Background: an optimization exercise with open tools, aiming at a short achievable clock period. Do not read the settings as production practice. Only simulation tests tie the RTL to the original design; equivalence was not proved. Power figures rest on the tool's default switching activity, not on a simulated workload.

==> inputs of run a <==
Design fbw_lcb, start of the top module:
module fbw_lcb (
    input  wire        clk,
    input  wire        rst,
    input  wire        rx_valid,
    input  wire [7:0]  rx_data,
    output wire        pkt_valid,
    output wire [15:0] pkt_axisX,
    output wire [15:0] pkt_axisY,
    output wire [7:0]  pkt_button,
    output wire [1:0]  fs_diag,
    input  wire        pl_valid,
    input  wire [7:0]  pl_len,
    input  wire [39:0] pl_data,
    output wire        upk_valid,
    output wire [15:0] upk_axisX,
    output wire [15:0] upk_axisY,
    output wire [7:0]  upk_button,
    output wire [1:0]  pl_diag,
    input  wire        poll,
    input  wire [31:0] now,
    output wire [39:0] servo_angle,
    output wire        servo_upd,
    output wire        failsafe
);
==> module fbw_fsync, before the edit <==
module fbw_fsync (
    input  wire        clk,
    input  wire        rst,
    input  wire        rx_valid,
    input  wire [7:0]  rx_data,
    output wire        pkt_valid,
    output wire [15:0] pkt_axisX,
    output wire [15:0] pkt_axisY,
    output wire [7:0]  pkt_button,
    output wire [1:0]  fs_diag
);
    localparam [7:0] SENTINEL = 8'hAA;
    reg        idle;                           
    reg [6:1]  pos;                            
    reg [7:0]  buf1, buf2, buf3, buf4, buf5;   
    reg [7:0]  sum;                            
    assign pkt_axisX  = {buf2, buf1};
    assign pkt_axisY  = {buf4, buf3};
    assign pkt_button = buf5;
    wire take   = !rst && rx_valid;
    wire chk_eq = (rx_data == sum);
    assign pkt_valid  = take && pos[6] && chk_eq;               
    assign fs_diag[1] = take && pos[6] && !chk_eq;              
    assign fs_diag[0] = take && idle && (rx_data != SENTINEL);  
    always @(posedge clk) begin
        if (rst) begin
            idle <= 1'b1;
            pos  <= 6'd0;
        end else if (rx_valid) begin
            idle <= idle ? (rx_data != SENTINEL) : pos[6];
            pos  <= {pos[5:1], idle && (rx_data == SENTINEL)};
        end
    end
    always @(posedge clk) begin
        if (rx_valid) begin
            if (pos[1]) begin buf1 <= rx_data; sum <= rx_data; end
            if (pos[2]) begin buf2 <= rx_data; sum <= sum + rx_data; end
            if (pos[3]) begin buf3 <= rx_data; sum <= sum + rx_data; end
            if (pos[4]) begin buf4 <= rx_data; sum <= sum + rx_data; end
            if (pos[5]) begin buf5 <= rx_data; sum <= sum + rx_data; end
        end
    end
endmodule
==> module fbw_fsafe, before the edit <==
module fbw_fsafe #(
    parameter integer TIMEOUT_MS = 800
) (
    input  wire        clk,
    input  wire        rst,
    input  wire        pkt_valid,
    input  wire [15:0] pkt_axisX,
    input  wire [15:0] pkt_axisY,
    input  wire        poll,
    input  wire [31:0] now,
    output wire [39:0] servo_angle,
    output wire        servo_upd,
    output wire        failsafe
);
    localparam [7:0] CENTER = 8'd90;
    reg        link_state;       
    reg        ts_valid;
    reg        fresh;
    reg [21:0] win_h0;           
    reg [21:0] win_h1;           
    reg [9:0]  win_lo;           
    reg [9:0]  win_hi;           
    reg [9:0]  win_bo;           
    reg        win_bo_ok;        
    reg [7:0]  angle0, angle1, angleY;
    wire [7:0] ax, ax_m, ay, ay_m;
    fbw_axmap u_mapx (.raw(pkt_axisX), .angle(ax), .angle_m(ax_m));
    fbw_axmap u_mapy (.raw(pkt_axisY), .angle(ay), .angle_m(ay_m));
    wire [21:0] nh = now[31:10];
    wire [9:0]  nl = now[9:0];
    wire same_hi   = (nh == win_h0);
    wire next_hi   = (nh == win_h1);
    wire in_same   = (nl >= win_lo) && (nl <= win_hi);
    wire in_next   = win_bo_ok && (nl <= win_bo);
    wire in_window = (same_hi && in_same) || (next_hi && in_next);
    wire expired   = !ts_valid || !in_window;
    wire poll_exp  = poll && !fresh && expired;
    wire force_n   = !pkt_valid && poll_exp;
    assign servo_upd = !rst && (pkt_valid || poll_exp);
    assign failsafe  = rst || (!pkt_valid && (link_state || poll_exp));
    wire [10:0] lo_end  = {1'b0, nl} + TIMEOUT_MS;
    wire [10:0] lo_back = {1'b0, nl} - (11'd1024 - TIMEOUT_MS);
    always @(posedge clk) begin
        if (rst) begin
            link_state <= 1'b1;
            ts_valid   <= 1'b0;
            fresh      <= 1'b0;
            angle0 <= CENTER;
            angle1 <= CENTER;
            angleY <= CENTER;
        end else if (pkt_valid) begin
            link_state <= 1'b0;
            ts_valid   <= 1'b1;
            fresh      <= !poll;
            angle0 <= ax;
            angle1 <= ax_m;
            angleY <= ay;
        end else if (poll) begin
            fresh <= 1'b0;
            if (force_n) begin
                link_state <= 1'b1;
                angle0 <= CENTER;
                angle1 <= CENTER;
                angleY <= CENTER;
            end
        end
    end
    always @(posedge clk) begin
        if (!rst && pkt_valid) begin
            win_h0    <= nh;
            win_h1    <= nh + 22'd1;
            win_lo    <= nl;
            win_hi    <= lo_end[10] ? 10'd1023 : lo_end[9:0];
            win_bo    <= lo_back[9:0];
            win_bo_ok <= !lo_back[10];
        end
    end
    assign servo_angle = {angleY, angleY, angleY, angle1, angle0};
endmodule
Settings: LEC_CHECK=0, CAP_MARGIN=20, CORE_MARGIN=2, CORE_UTILIZATION=40, SLEW_MARGIN=20; clock period 22.0 ns.
standard.sh (not shown) runs the stock make flow with config.mk's settings and CLKGATE_MAP_FILE= SYNTH_SCRIPT=/design/flow/synth_recipe.tcl, a recipe that flattens the netlist after the stock synthesis.
==> flow/flow/run.sh <==
#!/bin/bash
# Own flow: the standard layout (standard.sh: its synthesis script and steps), with
#  - MATCH_CELL_FOOTPRINT=0, so the resizer may change a gate to any size, not only to
#    sizes with the same footprint;
#  - slow stacked-transistor gates (4-input OR/NOR, 3-input OR/NOR and the larger
#    AOI/OAI forms) added to DONT_USE_CELLS, so synthesis and the resizer map the logic
#    to faster gates (flip-flop cells are not affected);
#  - pin regions (flow/io.tcl, ORFS's IO_CONSTRAINTS) that keep the ports of each
#    input-to-output path together on one edge.
# make's full output goes to flow_make.log here; each ORFS step logs under orfs/logs/.
set -euo pipefail
echo "export DONT_USE_CELLS += sky130_fd_sc_hd__a2111o_1 sky130_fd_sc_hd__a2111o_2 sky130_fd_sc_hd__a2111o_4 sky130_fd_sc_hd__a2111oi_0 sky130_fd_sc_hd__a2111oi_1 sky130_fd_sc_hd__a2111oi_2 sky130_fd_sc_hd__a2111oi_4 sky130_fd_sc_hd__a221o_1 sky130_fd_sc_hd__a221o_2 sky130_fd_sc_hd__a221o_4 sky130_fd_sc_hd__a221oi_1 sky130_fd_sc_hd__a221oi_2 sky130_fd_sc_hd__a221oi_4 sky130_fd_sc_hd__a222oi_1 sky130_fd_sc_hd__a311o_1 sky130_fd_sc_hd__a311o_2 sky130_fd_sc_hd__a311o_4 sky130_fd_sc_hd__a311oi_1 sky130_fd_sc_hd__a311oi_2 sky130_fd_sc_hd__a311oi_4 sky130_fd_sc_hd__a32o_1 sky130_fd_sc_hd__a32o_2 sky130_fd_sc_hd__a32o_4 sky130_fd_sc_hd__a32oi_1 sky130_fd_sc_hd__a32oi_2 sky130_fd_sc_hd__a32oi_4 sky130_fd_sc_hd__a41o_1 sky130_fd_sc_hd__a41o_2 sky130_fd_sc_hd__a41o_4 sky130_fd_sc_hd__a41oi_1 sky130_fd_sc_hd__a41oi_2 sky130_fd_sc_hd__a41oi_4 sky130_fd_sc_hd__nor3_1 sky130_fd_sc_hd__nor3_2 sky130_fd_sc_hd__nor3_4 sky130_fd_sc_hd__nor3b_1 sky130_fd_sc_hd__nor3b_2 sky130_fd_sc_hd__nor3b_4 sky130_fd_sc_hd__nor4_1 sky130_fd_sc_hd__nor4_2 sky130_fd_sc_hd__nor4_4 sky130_fd_sc_hd__nor4b_1 sky130_fd_sc_hd__nor4b_2 sky130_fd_sc_hd__nor4b_4 sky130_fd_sc_hd__nor4bb_1 sky130_fd_sc_hd__nor4bb_2 sky130_fd_sc_hd__nor4bb_4 sky130_fd_sc_hd__o2111a_1 sky130_fd_sc_hd__o2111a_2 sky130_fd_sc_hd__o2111a_4 sky130_fd_sc_hd__o2111ai_1 sky130_fd_sc_hd__o2111ai_2 sky130_fd_sc_hd__o2111ai_4 sky130_fd_sc_hd__o221a_1 sky130_fd_sc_hd__o221a_2 sky130_fd_sc_hd__o221a_4 sky130_fd_sc_hd__o221ai_1 sky130_fd_sc_hd__o221ai_2 sky130_fd_sc_hd__o221ai_4 sky130_fd_sc_hd__o311a_1 sky130_fd_sc_hd__o311a_2 sky130_fd_sc_hd__o311a_4 sky130_fd_sc_hd__o311ai_0 sky130_fd_sc_hd__o311ai_1 sky130_fd_sc_hd__o311ai_2 sky130_fd_sc_hd__o311ai_4 sky130_fd_sc_hd__o32a_1 sky130_fd_sc_hd__o32a_2 sky130_fd_sc_hd__o32a_4 sky130_fd_sc_hd__o32ai_1 sky130_fd_sc_hd__o32ai_2 sky130_fd_sc_hd__o32ai_4 sky130_fd_sc_hd__o41a_1 sky130_fd_sc_hd__o41a_2 sky130_fd_sc_hd__o41a_4 sky130_fd_sc_hd__o41ai_1 sky130_fd_sc_hd__o41ai_2 sky130_fd_sc_hd__o41ai_4 sky130_fd_sc_hd__or3_1 sky130_fd_sc_hd__or3_2 sky130_fd_sc_hd__or3_4 sky130_fd_sc_hd__or3b_1 sky130_fd_sc_hd__or3b_2 sky130_fd_sc_hd__or3b_4 sky130_fd_sc_hd__or4_1 sky130_fd_sc_hd__or4_2 sky130_fd_sc_hd__or4_4 sky130_fd_sc_hd__or4b_1 sky130_fd_sc_hd__or4b_2 sky130_fd_sc_hd__or4b_4 sky130_fd_sc_hd__or4bb_1 sky130_fd_sc_hd__or4bb_2 sky130_fd_sc_hd__or4bb_4" >> config.mk
bash standard.sh SETUP_SLACK_MARGIN=12.5 MATCH_CELL_FOOTPRINT=0 IO_CONSTRAINTS=$PWD/flow/io.tcl finish > flow_make.log 2>&1
Other scripts of this flow, unchanged in this note and not shown: flow/flow/io.tcl
==> run b: changes against run a <==
--- a/flow/design.v
+++ b/flow/design.v
@@ -14,11 +14,12 @@
     reg [6:1]  pos;                            
     reg [7:0]  buf1, buf2, buf3, buf4, buf5;   
     reg [7:0]  sum;                            
+    reg [7:0]  sum_n;                          
     assign pkt_axisX  = {buf2, buf1};
     assign pkt_axisY  = {buf4, buf3};
     assign pkt_button = buf5;
     wire take   = !rst && rx_valid;
-    wire chk_eq = (rx_data == sum);
+    wire chk_eq = (rx_data == ~sum_n);
     assign pkt_valid  = take && pos[6] && chk_eq;               
     assign fs_diag[1] = take && pos[6] && !chk_eq;              
     assign fs_diag[0] = take && idle && (rx_data != SENTINEL);  
@@ -33,11 +34,11 @@
     end
     always @(posedge clk) begin
         if (rx_valid) begin
-            if (pos[1]) begin buf1 <= rx_data; sum <= rx_data; end
-            if (pos[2]) begin buf2 <= rx_data; sum <= sum + rx_data; end
-            if (pos[3]) begin buf3 <= rx_data; sum <= sum + rx_data; end
-            if (pos[4]) begin buf4 <= rx_data; sum <= sum + rx_data; end
-            if (pos[5]) begin buf5 <= rx_data; sum <= sum + rx_data; end
+            if (pos[1]) begin buf1 <= rx_data; sum <= rx_data; sum_n <= ~rx_data; end
+            if (pos[2]) begin buf2 <= rx_data; sum <= sum + rx_data; sum_n <= ~(sum + rx_data); end
+            if (pos[3]) begin buf3 <= rx_data; sum <= sum + rx_data; sum_n <= ~(sum + rx_data); end
+            if (pos[4]) begin buf4 <= rx_data; sum <= sum + rx_data; sum_n <= ~(sum + rx_data); end
+            if (pos[5]) begin buf5 <= rx_data; sum <= sum + rx_data; sum_n <= ~(sum + rx_data); end
         end
     end
 endmodule
@@ -198,16 +199,29 @@
     reg [9:0]  win_hi;           
     reg [9:0]  win_bo;           
     reg        win_bo_ok;        
-    reg [7:0]  angle0, angle1, angleY;
+    reg        pkt_d;                
+    reg        clr_d;                
+    reg [7:0]  cap0, cap1, capY;     
+    reg [7:0]  held0, held1, heldY;  
     wire [7:0] ax, ax_m, ay, ay_m;
     fbw_axmap u_mapx (.raw(pkt_axisX), .angle(ax), .angle_m(ax_m));
     fbw_axmap u_mapy (.raw(pkt_axisY), .angle(ay), .angle_m(ay_m));
+    function ge10(input [9:0] a, input [9:0] b);
+        reg r;
+        integer i;
+        begin
+            r = 1'b1;
+            for (i = 0; i < 10; i = i + 1)
+                r = (a[i] & ~b[i]) | ((a[i] | ~b[i]) & r);
+            ge10 = r;
+        end
+    endfunction
     wire [21:0] nh = now[31:10];
     wire [9:0]  nl = now[9:0];
     wire same_hi   = (nh == win_h0);
     wire next_hi   = (nh == win_h1);
-    wire in_same   = (nl >= win_lo) && (nl <= win_hi);
-    wire in_next   = win_bo_ok && (nl <= win_bo);
+    wire in_same   = ge10(nl, win_lo) && ge10(win_hi, nl);
+    wire in_next   = win_bo_ok && ge10(win_bo, nl);
     wire in_window = (same_hi && in_same) || (next_hi && in_next);
     wire expired   = !ts_valid || !in_window;
     wire poll_exp  = poll && !fresh && expired;
@@ -216,29 +230,32 @@
     assign failsafe  = rst || (!pkt_valid && (link_state || poll_exp));
     wire [10:0] lo_end  = {1'b0, nl} + TIMEOUT_MS;
     wire [10:0] lo_back = {1'b0, nl} - (11'd1024 - TIMEOUT_MS);
+    wire [7:0] angle0 = pkt_d ? cap0 : clr_d ? CENTER : held0;
+    wire [7:0] angle1 = pkt_d ? cap1 : clr_d ? CENTER : held1;
+    wire [7:0] angleY = pkt_d ? capY : clr_d ? CENTER : heldY;
+    always @(posedge clk) begin
+        pkt_d <= pkt_valid;
+        clr_d <= rst || force_n;
+        cap0  <= ax;
+        cap1  <= ax_m;
+        capY  <= ay;
+        held0 <= angle0;
+        held1 <= angle1;
+        heldY <= angleY;
+    end
     always @(posedge clk) begin
         if (rst) begin
             link_state <= 1'b1;
             ts_valid   <= 1'b0;
             fresh      <= 1'b0;
-            angle0 <= CENTER;
-            angle1 <= CENTER;
-            angleY <= CENTER;
         end else if (pkt_valid) begin
             link_state <= 1'b0;
             ts_valid   <= 1'b1;
             fresh      <= !poll;
-            angle0 <= ax;
-            angle1 <= ax_m;
-            angleY <= ay;
         end else if (poll) begin
             fresh <= 1'b0;
-            if (force_n) begin
+            if (force_n)
                 link_state <= 1'b1;
-                angle0 <= CENTER;
-                angle1 <= CENTER;
-                angleY <= CENTER;
-            end
         end
     end
     always @(posedge clk) begin
==> run summary <==
- Against run b, the die area of run a is smaller by 5.9%.
- Against run a, the non-clock buffer count of run b is lower by 18.
- Critical path depth: run b is lower than run a (1).
- Against run a, the area after synthesis of run b is larger by about 6%.
- Of run a and run b, run b has the higher sequential power (gap 18%, measured against run b).
==> figures <==
metric                                            run a     run b
Slew at the pin closest to its max-slew limit   1.26 ns   1.15 ns
Layout net count                                   2158      2189
Floorplan die width                              199 um    205 um
Nonclk inv count                                     64        59
Syn-to-layout area delta                          22.3%     17.8%
Top achievable clock speed                     95.2 MHz  93.9 MHz
Data arrival, critical path                     6.10 ns   6.25 ns
Instance count of the mapped netlist               1944      2018
Final hold slack                               0.469 ns  0.474 ns
Total power                                      871 uW    926 uW
Status                         timing/DRC/antenna clean  timing/DRC/antenna clean
Initial antenna violation count                       5         4

==> what the ideal ports hide <==
In the flow no input, the clock included, has a driving cell. The finished layouts below were timed again as built, in two steps. Step 1: set_driving_cell puts a clkbuf_16 on clk and a buf_2 on each other input, an assumption about the parent block. Step 2 also shifts input and output timing later by t, the mid clock arrival at the registers, as if the neighbouring blocks saw the same clock. Slacks: ideal / step 1 / step 2; pairs: ideal / step 1.
run | t (ns) | slack for setup (ns) | pins driven straight from the clock port
run a | 0.481 | 11.500 / 11.389 / 11.389 | 1
run b | 0.498 | 11.352 / 11.306 / 11.306 | 1
After both steps every run listed still meets setup and hold. For run a, which loses most, drivers alone change the setup slack by -0.111 ns; drivers and shift together by -0.111 ns.
